Source: an optimization exercise on an open RTL-to-GDS flow (aim: small area, a short achievable clock period and few clock cycles). Production flows keep margins and buffers that such runs may drop.
Only simulation tests tie the RTL to the original design; equivalence was not proved.
Power figures rest on the tool's default switching activity, not on a simulated workload.

File: design.v
module cat64_addrspace #(
    parameter integer S    = 128,
    parameter integer NREG = 8,
    parameter [31:0]  COLOR = 32'hFF3366CC
) (
    input  wire        clk,
    input  wire        rst,
    input  wire [31:0] addr,
    input  wire [31:0] wdata,
    input  wire        wr_mem,       
    input  wire        wr_reg,       
    input  wire        fill,         
    output wire [31:0] reg_word,     
    input  wire        use_p,
    input  wire [6:0]  pa,
    output wire [31:0] bank_bytes    
);
    localparam integer ROWS  = S / 4;
    localparam integer NFILL = 24;           
    wire [4:0] wr = addr[6:2];
    wire [1:0] ws = addr[1:0];
    reg [ROWS-1:0] wr_oh, pr_oh;
    integer i;
    always @(*) begin
        wr_oh = {ROWS{1'b0}};
        pr_oh = {ROWS{1'b0}};
        for (i = 0; i < ROWS; i = i + 1) begin
            if (wr == i) wr_oh[i] = 1'b1;
            if (pa[6:2] == i) pr_oh[i] = 1'b1;
        end
    end
    wire [1:0] ps = pa[1:0];
    genvar b, r;
    generate
        for (b = 0; b < 4; b = b + 1) begin : g_bank
            wire [1:0] k     = b[1:0] - ws;
            wire [7:0] wbyte = wdata[31 - 8*k -: 8];
            wire [7:0] dbyte = rst ? 8'd0 : (fill ? COLOR[31 - 8*b -: 8] : wbyte);
            wire       carry = (ws > b);
            wire [7:0] row_q [0:ROWS-1];
            for (r = 0; r < ROWS; r = r + 1) begin : g_row
                if (4*r + b < S - 1) begin : g_st
                    wire hit = carry ? ((r > 0) ? wr_oh[(r > 0) ? r - 1 : 0] : 1'b0) : wr_oh[r];
                    wire en  = rst | (wr_mem & hit) | (fill && r < NFILL);
                    reg [7:0] q;
                    always @(posedge clk)
                        if (en) q <= dbyte;
                    assign row_q[r] = q;
                end else begin : g_zero
                    assign row_q[r] = 8'd0;
                end
            end
            wire pcarry = (ps > b);
            wire [ROWS-1:0] c_sel = carry  ? {wr_oh[ROWS-2:0], wr_oh[ROWS-1]} : wr_oh;
            wire [ROWS-1:0] p_sel = pcarry ? {pr_oh[ROWS-2:0], pr_oh[ROWS-1]} : pr_oh;
            wire [ROWS-1:0] rsel  = (c_sel & {ROWS{!use_p}}) | (p_sel & {ROWS{use_p}});
            reg  [7:0] rb;
            integer m;
            always @(*) begin
                rb = 8'd0;
                for (m = 0; m < ROWS; m = m + 1)
                    rb = rb | (row_q[m] & {8{rsel[m]}});
            end
            assign bank_bytes[8*b +: 8] = rb;
        end
    endgenerate
    reg [31:0]     reg_addr [0:NREG-1];
    reg [31:0]     reg_val  [0:NREG-1];
    reg [NREG-1:0] reg_vld;
    wire [NREG-1:0] hit_vec;
    genvar c;
    generate
        for (c = 0; c < NREG; c = c + 1) begin : g_hit
            assign hit_vec[c] = reg_vld[c] && (reg_addr[c] == addr);
        end
    endgenerate
    wire any_hit = |hit_vec;
    wire [NREG-1:0] free_lowest = ~reg_vld & {reg_vld[NREG-2:0], 1'b1};
    integer q;
    always @(posedge clk) begin
        if (rst)
            reg_vld <= {NREG{1'b0}};
        else if (wr_reg && !any_hit)
            reg_vld <= {reg_vld[NREG-2:0], 1'b1};
    end
    always @(posedge clk) begin
        for (q = 0; q < NREG; q = q + 1) begin
            if (wr_reg && (hit_vec[q] || (!any_hit && free_lowest[q])))
                reg_val[q] <= wdata;
            if (wr_reg && !any_hit && free_lowest[q])
                reg_addr[q] <= addr;
        end
    end
    reg [31:0] rw;
    always @(*) begin
        rw = 32'd0;
        for (q = 0; q < NREG; q = q + 1)
            rw = rw | (reg_val[q] & {32{hit_vec[q]}});
    end
    assign reg_word = rw;
endmodule
module cat64_sched (
    input  wire        clk,
    input  wire        rst,
    input  wire        do_start,
    input  wire        do_stop,
    input  wire        do_pause,
    input  wire        do_resume,
    input  wire        sec_evt,
    input  wire        tick_evt,
    output wire        live,         
    output wire        running,      
    output reg  [15:0] rate,
    output wire        busy          
);
    localparam [1:0] ST_IDLE    = 2'd0,
                     ST_RUNNING = 2'd1,
                     ST_PAUSED  = 2'd2,
                     ST_STOPPED = 2'd3;
    reg [1:0]  state;
    reg [15:0] frames;
    reg [7:0]  secs;
    reg        div_run;
    reg [3:0]  div_cnt;
    reg [7:0]  div_r;
    reg [7:0]  div_d;
    assign live    = (state == ST_RUNNING) || (state == ST_PAUSED);
    assign running = (state == ST_RUNNING);
    wire        div_start = tick_evt && live && (secs != 8'd0);
    wire [15:0] frames_inc = frames + 16'd1;
    wire [8:0]  div_trial  = {div_r, rate[15]};
    wire        div_ge     = div_trial >= {1'b0, div_d};
    wire [8:0]  div_diff   = div_trial - {1'b0, div_d};
    assign busy = div_run;
    always @(posedge clk) begin
        if (rst) begin
            state   <= ST_IDLE;
            frames  <= 16'd0;
            secs    <= 8'd0;
            rate    <= 16'd0;
            div_run <= 1'b0;
        end else begin
            if (do_start) begin
                if (state == ST_IDLE || state == ST_STOPPED) begin
                    state  <= ST_RUNNING;
                    frames <= 16'd0;
                    secs   <= 8'd0;
                end
            end else if (do_stop) begin
                if (live)
                    state <= ST_STOPPED;
            end else if (do_pause) begin
                if (state == ST_RUNNING)
                    state <= ST_PAUSED;
            end else if (do_resume) begin
                if (state == ST_PAUSED)
                    state <= ST_RUNNING;
            end else if (sec_evt) begin
                if (live && secs != 8'hFF)
                    secs <= secs + 8'd1;
            end else if (tick_evt) begin
                if (live) begin
                    if (secs != 8'd0) begin
                        frames <= 16'd0;
                        secs   <= 8'd0;
                    end else
                        frames <= frames_inc;
                end
            end
            if (div_start) begin
                div_run <= 1'b1;
                rate    <= frames_inc;
            end else if (div_run) begin
                rate <= {rate[14:0], div_ge};
                if (div_cnt == 4'd15)
                    div_run <= 1'b0;
            end
        end
    end
    always @(posedge clk) begin
        if (div_start) begin
            div_cnt <= 4'd0;
            div_r   <= 8'd0;
            div_d   <= secs;
        end else if (div_run) begin
            div_cnt <= div_cnt + 4'd1;
            div_r   <= div_ge ? div_diff[7:0] : div_trial[7:0];
        end
    end
endmodule
module cat64_core #(
    parameter integer S     = 128,
    parameter integer W     = 8,
    parameter integer H     = 3,
    parameter integer NREG  = 8,
    parameter [31:0]  COLOR = 32'hFF3366CC
) (
    input  wire        clk,
    input  wire        rst,
    input  wire        cmd_valid,
    output wire        cmd_ready,
    input  wire [7:0]  cmd_op,
    input  wire [31:0] cmd_addr,
    input  wire [31:0] cmd_data,
    input  wire        tick,
    input  wire        sec,
    output reg         rsp_valid,
    output wire [7:0]  rsp_status,
    output wire [31:0] rsp_value,
    output reg         pix_valid,
    output wire [23:0] pix_rgb
);
    localparam integer NPIX = W * H;
    localparam [7:0] OP_READ32        = 8'h01,
                     OP_WRITE32       = 8'h02,
                     OP_STEP          = 8'h10,
                     OP_START         = 8'h20,
                     OP_STOP          = 8'h21,
                     OP_PAUSE         = 8'h22,
                     OP_RESUME        = 8'h23,
                     OP_GET_RATE      = 8'h24,
                     OP_GET_ISRUNNING = 8'h25,
                     OP_RENDER        = 8'h30,
                     OP_SET_FB_BASE   = 8'h31;
    reg rend;                        
    reg rate_wait;                   
    reg ready;                       
    assign cmd_ready = ready;
    wire accept   = cmd_valid && cmd_ready;
    wire tick_acc = tick && !cmd_valid && cmd_ready;
    wire sec_acc  = sec && !cmd_valid && !tick && cmd_ready;
    wire op_read   = cmd_op == OP_READ32;
    wire op_write  = cmd_op == OP_WRITE32;
    wire op_step   = cmd_op == OP_STEP;
    wire op_start  = cmd_op == OP_START;
    wire op_stop   = cmd_op == OP_STOP;
    wire op_pause  = cmd_op == OP_PAUSE;
    wire op_resume = cmd_op == OP_RESUME;
    wire op_rate   = cmd_op == OP_GET_RATE;
    wire op_isrun  = cmd_op == OP_GET_ISRUNNING;
    wire op_render = cmd_op == OP_RENDER;
    wire op_setfb  = cmd_op == OP_SET_FB_BASE;
    wire op_known  = op_read | op_write | op_step | op_start | op_stop | op_pause |
                     op_resume | op_rate | op_isrun | op_render | op_setfb;
    wire in_mem = (cmd_addr[31:7] == 25'd0) && (cmd_addr[6:2] != 5'd31);
    wire        live, running, rate_busy;
    wire [15:0] rate;
    cat64_sched u_sched (
        .clk       (clk),
        .rst       (rst),
        .do_start  (accept && op_start),
        .do_stop   (accept && op_stop),
        .do_pause  (accept && op_pause),
        .do_resume (accept && op_resume),
        .sec_evt   (sec_acc),
        .tick_evt  (tick_acc),
        .live      (live),
        .running   (running),
        .rate      (rate),
        .busy      (rate_busy)
    );
    wire fill = (accept && op_step && live) || (tick_acc && running);
    reg  [7:0] fbp, pp;
    reg        fb_far;
    reg  [4:0] pcnt;                 
    always @(posedge clk) begin
        if (rst) begin
            fbp    <= 8'd1;
            fb_far <= 1'b0;
        end else if (accept && op_setfb) begin
            fbp    <= {1'b0, cmd_addr[6:0]} + 8'd1;
            fb_far <= cmd_addr[31:7] != 25'd0;
        end
    end
    wire rend_start = accept && op_render;
    wire [7:0] pa   = rend ? pp : fbp;           
    always @(posedge clk) begin
        if (rst) begin
            rend <= 1'b0;
            pcnt <= 5'd0;
        end else if (rend_start) begin
            rend <= 1'b1;
            pcnt <= 5'd1;
        end else if (rend) begin
            pcnt <= pcnt + 5'd1;
            if (pcnt == NPIX - 1)
                rend <= 1'b0;
        end
    end
    always @(posedge clk)
        pp <= pa + 8'd4;
    wire [31:0] bank_bytes, reg_word;
    cat64_addrspace #(.S(S), .NREG(NREG), .COLOR(COLOR)) u_as (
        .clk      (clk),
        .rst      (rst),
        .addr     (cmd_addr),
        .wdata    (cmd_data),
        .wr_mem   (accept && op_write && in_mem),
        .wr_reg   (accept && op_write && !in_mem),
        .fill     (fill),
        .reg_word (reg_word),
        .use_p    (rend || cmd_op[5]),
        .pa       (pa[6:0]),
        .bank_bytes (bank_bytes)
    );
    reg rsp_ref;
    assign rsp_status = {8{rsp_ref}};
    wire       rd_mem  = accept && op_read && in_mem;
    wire [2:0] pmask   = {3{!fb_far}} & {pa < 8'd126, pa < 8'd127, pa < 8'd128};
    wire [1:0] ca      = cmd_addr[1:0];
    wire [1:0] ps      = pa[1:0];
    wire [31:0] other_word = (reg_word & {32{accept && op_read && !in_mem}}) |
                             ({16'd0, rate} & {32{(accept && op_rate) || rate_wait}}) |
                             {31'd0, accept && (op_step || op_isrun) && live};
    reg [31:0] bq;                   
    reg [31:0] oq;                   
    reg [3:0]  rsel;                 
    reg [11:0] psel;                 
    integer k, j;
    always @(posedge clk) begin
        bq   <= bank_bytes;
        oq   <= other_word;
        rsel <= rd_mem ? (4'b0001 << ca) : 4'b0000;
        for (k = 0; k < 3; k = k + 1)
            for (j = 0; j < 4; j = j + 1)
                psel[4*k + j] <= pmask[k] && (((ps + k) & 3) == j);
    end
    reg [31:0] rsp_word;
    reg [23:0] pix_word;
    always @(*) begin
        rsp_word = 32'd0;
        pix_word = 24'd0;
        for (k = 0; k < 4; k = k + 1)
            for (j = 0; j < 4; j = j + 1) begin
                rsp_word[31 - 8*k -: 8] = rsp_word[31 - 8*k -: 8] |
                                          (bq[8*j +: 8] & {8{rsel[(j - k) & 3]}});
                if (k < 3)
                    pix_word[23 - 8*k -: 8] = pix_word[23 - 8*k -: 8] |
                                              (bq[8*j +: 8] & {8{psel[4*k + j]}});
            end
    end
    assign rsp_value = rsp_word | oq;
    assign pix_rgb   = pix_word;
    wire rend_next      = rend_start || (rend && pcnt != NPIX - 1);
    wire rate_wait_next = rate_wait ? rate_busy : (accept && op_rate && rate_busy);
    always @(posedge clk) begin
        if (rst) begin
            rsp_valid <= 1'b0;
            rsp_ref   <= 1'b0;
            pix_valid <= 1'b0;
            rate_wait <= 1'b0;
            ready     <= 1'b1;
        end else begin
            rsp_valid <= (accept && !op_render && !(op_rate && rate_busy)) ||
                         (rend && pcnt == NPIX - 1) ||
                         (rate_wait && !rate_busy);
            pix_valid <= rend_start || rend;
            rate_wait <= rate_wait_next;
            ready     <= !(rend_next || rate_wait_next);
            if (accept)
                rsp_ref <= !op_known;
        end
    end
endmodule
File: flow/run.sh
#!/bin/bash
set -euo pipefail
export SETUP_SLACK_MARGIN=6.5
export BUFFER_PORTS_ARGS="-buffer_cell sky130_fd_sc_hd__buf_4"
bash standard.sh > standard_flow.log 2>&1
File: standard.sh
#!/bin/bash
# synth_recipe.tcl (not shown) runs the flow's synth.tcl, then flattens the netlist and writes it again
# the make line also repeats each setting of config.mk as NAME=value (left out here)
make -C /OpenROAD-flow-scripts/flow DESIGN_CONFIG=/design/flow/config.mk WORK_HOME=/design/flow/orfs CLKGATE_MAP_FILE= SYNTH_SCRIPT=/design/flow/synth_recipe.tcl "${@:-finish}"
File: config.mk
export PLATFORM = sky130hd
export DESIGN_NAME = cat64_core
export DESIGN_NICKNAME = cat64_core
export VERILOG_FILES = /design/flow/design.v
export SDC_FILE = /design/flow/constraint.sdc
export NUM_CORES = 4
export LEC_CHECK = 0
export CAP_MARGIN = 20
export CORE_MARGIN = 2
export CORE_UTILIZATION = 50
export PLACE_DENSITY = 0.6
export SLEW_MARGIN = 20
export TNS_END_PERCENT = 10
File: constraint.sdc
create_clock -name core_clock -period 10.0 [get_ports {clk}]
set_input_delay 2.0000 -clock core_clock [delete_from_list [all_inputs] [get_ports {clk}]]
set_output_delay 2.0000 -clock core_clock [all_outputs]
set_load 0.01 [all_outputs]
==> summary.txt, run 1 <==
sequential share of the synthesized area a little over 70%; total CTS buffers roughly 170; most frequent cell after synthesis edfxtp_1; area grow syn2layout 25.3%; Post-synth top cells edfxtp_1 (1,536), a22oi_1 (362), xor2_1 (237); Post-Synth Adder-Cell Area less than 1%; multiplexer area fraction after synthesis 2.17%; Final setup viols 0; Synth async-reset ratio 0%; Worst Setup End Kind output pin; Startpoint Class register; Post-synth EDFFs about 1.5k; Pwr per Cell Area ~190 mW/mm^2; critical path class reg2out; Die Span Y 373 um; fin crit period around 4.2 ns; DRC 0; top-area cell type share of the netlist area 67.6%; first-pass GRT wire length 319 mm; switching pwr about 3800 uW; via count 46.9k; switching power share of the total between 20% and 30%; relative max-transition margin 18.2%; Placement Cell Area 0.0727 mm^2; Clock Root Buffer clkbuf_16; Nets 5,130; Max stage delay cell, worst path a222oi_1; Core Area 0.135 mm^2; power share of the clock group between 40 and 50%; All-Layer GR Usage 31.9%; pre-CTS setup slack around 3.5 ns; unrepaired setup endpoints after global routing true; Post-CTS Hold Buffers 0; routability cong. 0.947; drt wl/cell 33.7 um; Cell variety after synth 95; Reg power frac 52.7%; GRT Residual Overflow 0; Ys Warns 5; Ports 144; clk slew on worst S/H paths 0.06 ns; worst-skew pair later-pin latency 0.82 ns; setup_tns 0 ns; Max Slew Vio Count 0; ys flop type edfxtp_1; post-synth design cell area just under 0.07 mm^2; status finished clean; type of the tightest min-delay check reg2reg; clk_skew 0.0362 ns; # H-tree levels 4; Synth Area per Inst 15.6 um^2; cell row count 135; Static Leak 0.0291 uW; via/cell ratio 6.73; Post-Syn Nets 4,484; synthesized flop and latch total around 1.7k; fin crit share 42.2%; clk sinks 1,707; number of antenna violations at the first check in global routing 13; Crit Path Max Fanout 13; Synth Area in Simple Gates approximately 6.0%; design internal power 12,400 uW; post-route ant nets 0; combinational family with the most area after synthesis compound AO/OA/AOI/OAI gates; share of post-route cells with drive strength above 1 29.2%; Comb pwr share between 6 and 7%; Post-Route WL around 230 mm; port buffer count 143; vias in the first global route 42.7k; drt first pass iters 10; WP data arrival 2.22 ns; Starting Density 50.3%; DP HPWL 141 mm; largest net degree at the start of global routing 81; Post-Synth XOR/XNOR Area 3.81%; TritonCTS clock tree built; slowest stage delay, CP about 0.6 ns; Worst Tran Pin Value 1.23 ns; PnR worst setup slack between 5 and 6 ns; Synth area leaders edfxtp_1 (68%), dfxtp_1 (5.0%), a22oi_1 (4.0%), xor2_1 (3.0%), a221oi_1 (1.6%); fmax 0.237 GHz; maxcap violations 0; Final Cell Area 0.0854 mm^2; Final Hold Fails 0; CP top delay family compound AO/OA/AOI/OAI gates; die width 373 um; CP required 8.00 ns; CP bufs+invs 1; starting DRC count in detailed routing between 7k and 8k; CTS Buffer Depth 3; cell chain of the critical path a222oi_1, nand2_1, buf_6; Peak VDD IR roughly 150 uV; cell taking the most area after synthesis edfxtp_1; DIE AREA 0.139 mm^2; post-synthesis compound-gate area fraction 13.2%; Synth Instances 4,383
==> final timing paths <==
| check | from | slack (ns) | depth (start not counted) | to |
|---|---|---|---|---|
| min reg2reg | u_sched.state[1]$_SDFFE_PP0P_ | 0.51 | 2 | u_sched.state[1]$_SDFFE_PP0P_ |
| min | u_sched.state[1]$_SDFFE_PP0P_ | 0.51 | 2 | u_sched.state[1]$_SDFFE_PP0P_ |
| max | rsel[0]$_SDFF_PP0_ | 5.78 | 3 | rsp_value[17] |
| max reg2reg | rend$_SDFF_PP0_ | 6.01 | 13 | bq[9]$_DFF_P_ |
==> layout by cell type, fill, tap and decap left out, types with 22 or more instances in the layout <==
cell	n
a21o_1	23
a21o_4	24
a21oi_1	96
a221oi_1	70
a221oi_2	52
a222oi_1	80
a22o_1	111
a22oi_1	318
a22oi_2	44
a31oi_1	27
buf_12	57
buf_4	479
buf_6	77
clkbuf_1	46
clkbuf_16	188
clkinv_1	23
clkinv_2	22
dfxtp_1	122
dfxtp_2	26
dfxtp_4	23
edfxtp_1	1536
inv_1	37
mux2_2	30
mux2i_1	34
mux4_2	32
nand2_1	116
nand2_2	49
nand3_1	59
nand4_1	101
nor2_1	106
nor2_2	25
nor3_1	35
nor4_1	26
o21ai_0	132
o22ai_1	53
or3_1	22
xnor2_1	58
xor2_1	228
==> logic make-up after synthesis <==
| kind of cell | count (synthesis) |
|---|---|
| AO/OA/AOI/OAI | 1226 |
| XOR/XNOR | 297 |
| adder cells (fa/ha/maj) | 24 |
| buffers and inverters | 257 |
| flip-flops | 1707 |
| multiplexers | 102 |
| AND/OR/NAND/NOR | 770 |
==> routing by layer <==
layer  vias to the layer above  global-route usage, %  wire length [um]
met5                         -                      0                72
met4                        10                   12.8             11200
met2                      3338                   48.3            106000
met1                     23600                   45.7             89800
met3                       618                   6.14             27800
li1                      19300                      -                 -
==> stage by stage <==
stage	instances	total power, uW	hold slack (ns)	utilization [%]
floorplan	4383	8950	0.434	-
global placement	6339	9490	0.487	53.7
detailed placement	6341	9520	0.488	53.7
CTS	6796	16100	0.502	60.3
global route	6962	16600	0.516	63.1
finish	6963	16200	0.510	63.1
==> layout make-up <==
cell class,count,area (um^2)
well taps,1781,2230
flip-flops and latches,1707,49700
clock buffers,242,4830
diodes,3,7.51
fillers,9777,50000
repair inverters,1,5.00
inverters,44,184
repair buffers,658,6790
multi-input cells,2443,20700
clock inverters,84,995
==> power by group through the flow <==
stage               combinational, uW  sequential (uW)  clock, uW
floorplan                         408             8540          0
CTS                               925             8500       6650
finish                           1080             8540       6600
global placement                  857             8630          0
global route                     1110             8560       6930
detailed placement                871             8650          0
==> repair_timing <==
| action | in CTS | in global routing |
|---|---|---|
| pin swaps | 52 | 173 |
| gates cloned | 38 | 19 |
| setup buffers | 91 | 145 |
| resized for setup | 296 | 466 |
| endpoints found under the setup margin | 2421 | 2201 |
==> registers in the layout (all words and copies together), names as in the netlist, 2 cells and up <==
register                  flops
rsel                          4
u_sched.rate                 16
oq                           32
u_sched.div_d                 8
pcnt                          5
u_as.g_bank.g_row.g_st.q   1016
u_as.reg_addr               256
u_sched.div_r                 8
pp                            8
u_as.reg_vld                  8
u_sched.frames               16
bq                           32
u_sched.state                 2
u_sched.secs                  8
fbp                           8
psel                         12
u_as.reg_val                256
u_sched.div_cnt               4
==> worst register-to-register path: stages (launching register included) <==
cell and delay, ns:
dfxtp_4 0.36, buf_12 0.17, mux2i_4 0.34, inv_1 0.10
ha_1 0.18, buf_4 0.20, and2_4 0.20, ha_4 0.24
o21ai_4 0.15, o221ai_4 0.24, a222oi_1 0.45, nand3_1 0.28
nor3_4 0.32, nand4_1 0.46
Testbench counts, summed over its fixed seeds: cycles 7,626.
==> run 2: changes to the inputs <==
==> run.sh (new file) <==
#!/bin/bash
# synth_recipe.tcl (not shown) runs the flow's synth.tcl, then flattens the netlist and writes it again
# the make line also repeats each setting of config.mk as NAME=value (left out here)
make -C /OpenROAD-flow-scripts/flow DESIGN_CONFIG=/design/flow/config.mk WORK_HOME=/design/flow/orfs CLKGATE_MAP_FILE= SYNTH_SCRIPT=/design/flow/synth_recipe.tcl finish
--- a/config.mk
+++ b/config.mk
@@ -9,5 +9,5 @@
 export CORE_MARGIN = 2
 export CORE_UTILIZATION = 50
 export PLACE_DENSITY = 0.6
+export SETUP_SLACK_MARGIN = 5
 export SLEW_MARGIN = 20
-export TNS_END_PERCENT = 10
removed: flow/run.sh
removed: standard.sh
==> summary.txt, run 2 <==
status finished clean (unchanged); Static Leak 0.0263 uW (was 0.0291 uW); Synth Area per Inst 15.6 um^2 (unchanged); CTS Buffer Depth 3 (unchanged); Post-synth top cells edfxtp_1 (1,536), a22oi_1 (362), xor2_1 (237) (unchanged); DIE AREA 0.139 mm^2 (unchanged); Peak VDD IR 180 uV (was 152 uV); clk sinks 1,707 (unchanged); Post-CTS Hold Buffers 0 (unchanged); Inst Count DP 6,332 (was 6,341); drt wl/cell 32.0 um (was 33.7 um); post-route ant nets 0 (unchanged); synthesized flop and latch total 1,707 (unchanged); Core Area 0.135 mm^2 (unchanged); DRC 0 (unchanged); Synth Area in Simple Gates 5.99% (unchanged); Post-Route WL 214 mm (was 235 mm); setup_tns 0 ns (unchanged); Max Slew Vio Count 0 (unchanged); Post-Synth Adder-Cell Area 0.451% (unchanged); commonest non-fill, non-tap cells in the layout edfxtp_1 (1,536), a22oi_1 (362), buf_4 (240) (was edfxtp_1 (1,536), buf_4 (479), a22oi_1 (318)); reg-to-reg endpoint bq[9]$_DFF_P_ (unchanged); Pwr Total 15,900 uW (was 16,200 uW); cell chain of the critical path buf_2, buf_4, nor2_1, nand2_1, o22ai_1, a22oi_1, nand2_1, nor3_1, nand4_1 (was a222oi_1, nand2_1, buf_6); first-pass GRT wire length 305 mm (was 319 mm); worst r2r path cells 13 (unchanged); area grow syn2layout 16.4% (was 25.3%); largest net degree at the start of global routing 76 (was 81); Max stage delay cell, worst path nor3_1 (was a222oi_1); Pwr per Cell Area 200 mW/mm^2 (was 190 mW/mm^2); post-synth design cell area 0.0682 mm^2 (unchanged); routability cong. 0.974 (was 0.947); Final Hold Fails 0 (unchanged); share of post-route cells with drive strength above 1 16.0% (was 29.2%); Die Span Y 373 um (unchanged); GRT Residual Overflow 0 (unchanged); maxcap violations 0 (unchanged); cell taking the most area after synthesis edfxtp_1 (unchanged); via/cell ratio 6.59 (was 6.73); drt first pass iters 11 (was 10); number of antenna violations at the first check in global routing 8 (was 13); Worst Setup End Kind register (was output pin); Synth area leaders edfxtp_1 (68%), dfxtp_1 (5.0%), a22oi_1 (4.0%), xor2_1 (3.0%), a221oi_1 (1.6%) (unchanged); type of the tightest min-delay check reg2reg (unchanged); critical path class in2reg (was reg2out); WHS Endpoint pp[2]$_DFF_P_ (was u_sched.state[1]$_SDFFE_PP0P_); via count 44.0k (was 46.9k); hold path startpoint pp[2]$_DFF_P_ (was u_sched.state[1]$_SDFFE_PP0P_); Post-synth EDFFs 1,536 (unchanged); combinational family with the most area after synthesis compound AO/OA/AOI/OAI gates (unchanged); cell mode on critical path nand2_1; Synth Instances 4,383 (unchanged); slowest stage delay, CP 0.54 ns (was 0.61 ns); WP data arrival 5.60 ns (was 2.22 ns); fin crit period 5.07 ns (was 4.22 ns); hold path depth 1 (was 2); fin cells 6,677 (was 6,963); Startpoint Class input pin (was register); die width 373 um (unchanged); vias in the first global route 41.8k (was 42.7k); PnR worst setup slack 4.93 ns (was 5.78 ns); CP required 10.53 ns (was 8.00 ns); Synth async-reset ratio 0% (unchanged); pre-CTS setup slack 2.87 ns (was 3.49 ns); multiplexer area fraction after synthesis 2.17% (unchanged); post-synthesis compound-gate area fraction 13.2% (unchanged); sequential share of the synthesized area 72.7% (unchanged); Nets 4,846 (was 5,130); ys flop type edfxtp_1 (unchanged); DP HPWL 140 mm (was 141 mm); # H-tree levels 4 (unchanged); biggest regs u_as.g_bank.g_row.g_st.q x1016, u_as.reg_addr x256, u_as.reg_val x256 (unchanged); clk_skew 0.0350 ns (was 0.0362 ns); Worst R2R Start rend$_SDFF_PP0_ (unchanged); Post-Syn Nets 4,484 (unchanged); Cell variety after synth 95 (unchanged); relative max-transition margin 19.5% (was 18.2%); Clock Root Buffer clkbuf_16 (unchanged); Ys Warns 5 (unchanged); Final setup viols 0 (unchanged); clk slew on worst S/H paths 0.07 ns (was 0.06 ns); Worst Tran Pin Value 1.21 ns (was 1.23 ns); unrepaired setup endpoints after global routing true (unchanged); fmax 0.197 GHz (was 0.237 GHz); TritonCTS clock tree built (unchanged); total CTS buffers 173 (was 174); r2r setup slk 5.08 ns (was 6.01 ns); max reg flops 1,016 (unchanged); Ports 144 (unchanged); worst-skew pair later-pin latency 0.82 ns (about the same); All-Layer GR Usage 30.2% (was 31.9%); cell row count 135 (unchanged); Starting Density 50.3% (unchanged); most frequent cell after synthesis edfxtp_1 (unchanged); starting DRC count in detailed routing 6,998 (was 7,472); top-area cell type share of the netlist area 67.6% (unchanged); port buffer count 143 (unchanged); most common cell after layout, fill and taps aside edfxtp_1 (unchanged); fin crit share 50.7% (was 42.2%); Reg with most FFs u_as.g_bank.g_row.g_st.q (unchanged); Post-Synth XOR/XNOR Area 3.81% (unchanged); Crit Path Max Fanout 33 (was 13)
-- run 2: cell counts after synthesis --
Identical to the previous run, type by type.
-- run 2: area by class of cell --
type / count / area [um^2]
Fill cell: 10400 / 56100
Sequential cell: 1707 / 49600
Multi-Input combinational cell: 2424 / 18400
Clock buffer: 234 / 4790
Timing Repair Buffer: 395 / 3350
Tap cell: 1781 / 2230
Clock inverter: 87 / 880
Inverter: 44 / 165
Antenna cell: 5 / 12.5
-- run 2: metrics by stage --
stage,cell area [um^2],utilization [%],hold WS (ns)
floorplan,68400,-,0.434
global placement,73000,53.9,0.485
detailed placement,73000,53.9,0.489
CTS,79100,58.4,0.504
global route,79400,58.6,0.513
finish,79400,58.6,0.500
-- run 2: layer usage --
| metal | part of all wire, % | track usage, % | up-vias |
|---|---|---|---|
| li1 | - | - | 18600 |
| met1 | 40 | 42.6 | 22400 |
| met2 | 46 | 46.9 | 2537 |
| met3 | 9.9 | 6.09 | 440 |
| met4 | 3.7 | 10.9 | 4 |
| met5 | 0.010 | 0 | - |
-- run 2: report_power, final --
part           total, uW  internal (uW)  switching (uW)
sequential          8490           8280             207
clock               6470           3720            2750
combinational        927            261             667
-- run 2: repair_timing --
action                      CTS  global route
setup endpoints to repair  1635           513
pin swaps                     5             4
setup buffers                 2            12
resized for setup           121            43
cloned                        5             0
-- run 2: logic make-up after synthesis --
kind of cell / after synthesis
flops: 1707
simple gates: 770
xor+xnor: 297
fa+ha+maj: 24
buf+inv: 257
compound gates: 1226
mux: 102
-- run 2: worst max path at each step --
stage	depth (start not counted)	to	start	slack, ns
finish	9	bq[10]$_DFF_P_	cmd_addr[5]	4.93
CTS	11	u_as.reg_val[4][11]$_DFFE_PP_	cmd_addr[8]	5.03
global placement	9	u_as.reg_val[0][0]$_DFFE_PP_	cmd_addr[9]	2.90
floorplan	9	u_as.reg_val[1][0]$_DFFE_PP_	cmd_op[3]	4.48
detailed placement	9	u_as.reg_val[0][0]$_DFFE_PP_	cmd_addr[9]	2.87
global route	9	u_as.g_bank[1].g_row[27].g_st.q[7]$_DFFE_PP_	cmd_op[0]	4.94
-- run 2: worst max-delay path, delay by kind of cell --
kind / cells / cell delay (ns)
compound gates: 2 / 0.97
buf+inv: 2 / 0.69
simple gates: 5 / 1.86

what the ideal ports hide:
No port has a modelled driver above. Below, the same layouts with a new extraction and two added sets of constraints.
Step 1 (the two cells are an assumption about what drives the block):
set clk [get_ports {clk}]
set_driving_cell -lib_cell sky130_fd_sc_hd__clkbuf_16 $clk
set_driving_cell -lib_cell sky130_fd_sc_hd__buf_2 [delete_from_list [all_inputs] $clk]
Step 2 also shifts input and output timing later by t, the mid clock arrival at the registers, as if the neighbouring blocks saw the same clock.
Three values: no drivers, after step 1, after step 2; two values: the first two.
run | shift t [ns] | setup slack, ns | worst hold slack (ns) | clock arrival spread, ns | slew at the worst register clock pin (ns)
run 1 | 0.894 | 5.778 / 5.693 / 4.935 | 0.510 / 0.510 / 0.510 | 0.047 / 0.048 | 0.07 / 0.07
run 2 | 0.889 | 4.927 / 4.991 / 4.102 | 0.500 / 0.500 / 0.500 | 0.039 / 0.040 | 0.07 / 0.07
After both steps every run listed still meets setup and hold. For run 1, which loses most, drivers alone change the setup slack by -0.085 ns; drivers and shift together by -0.843 ns.
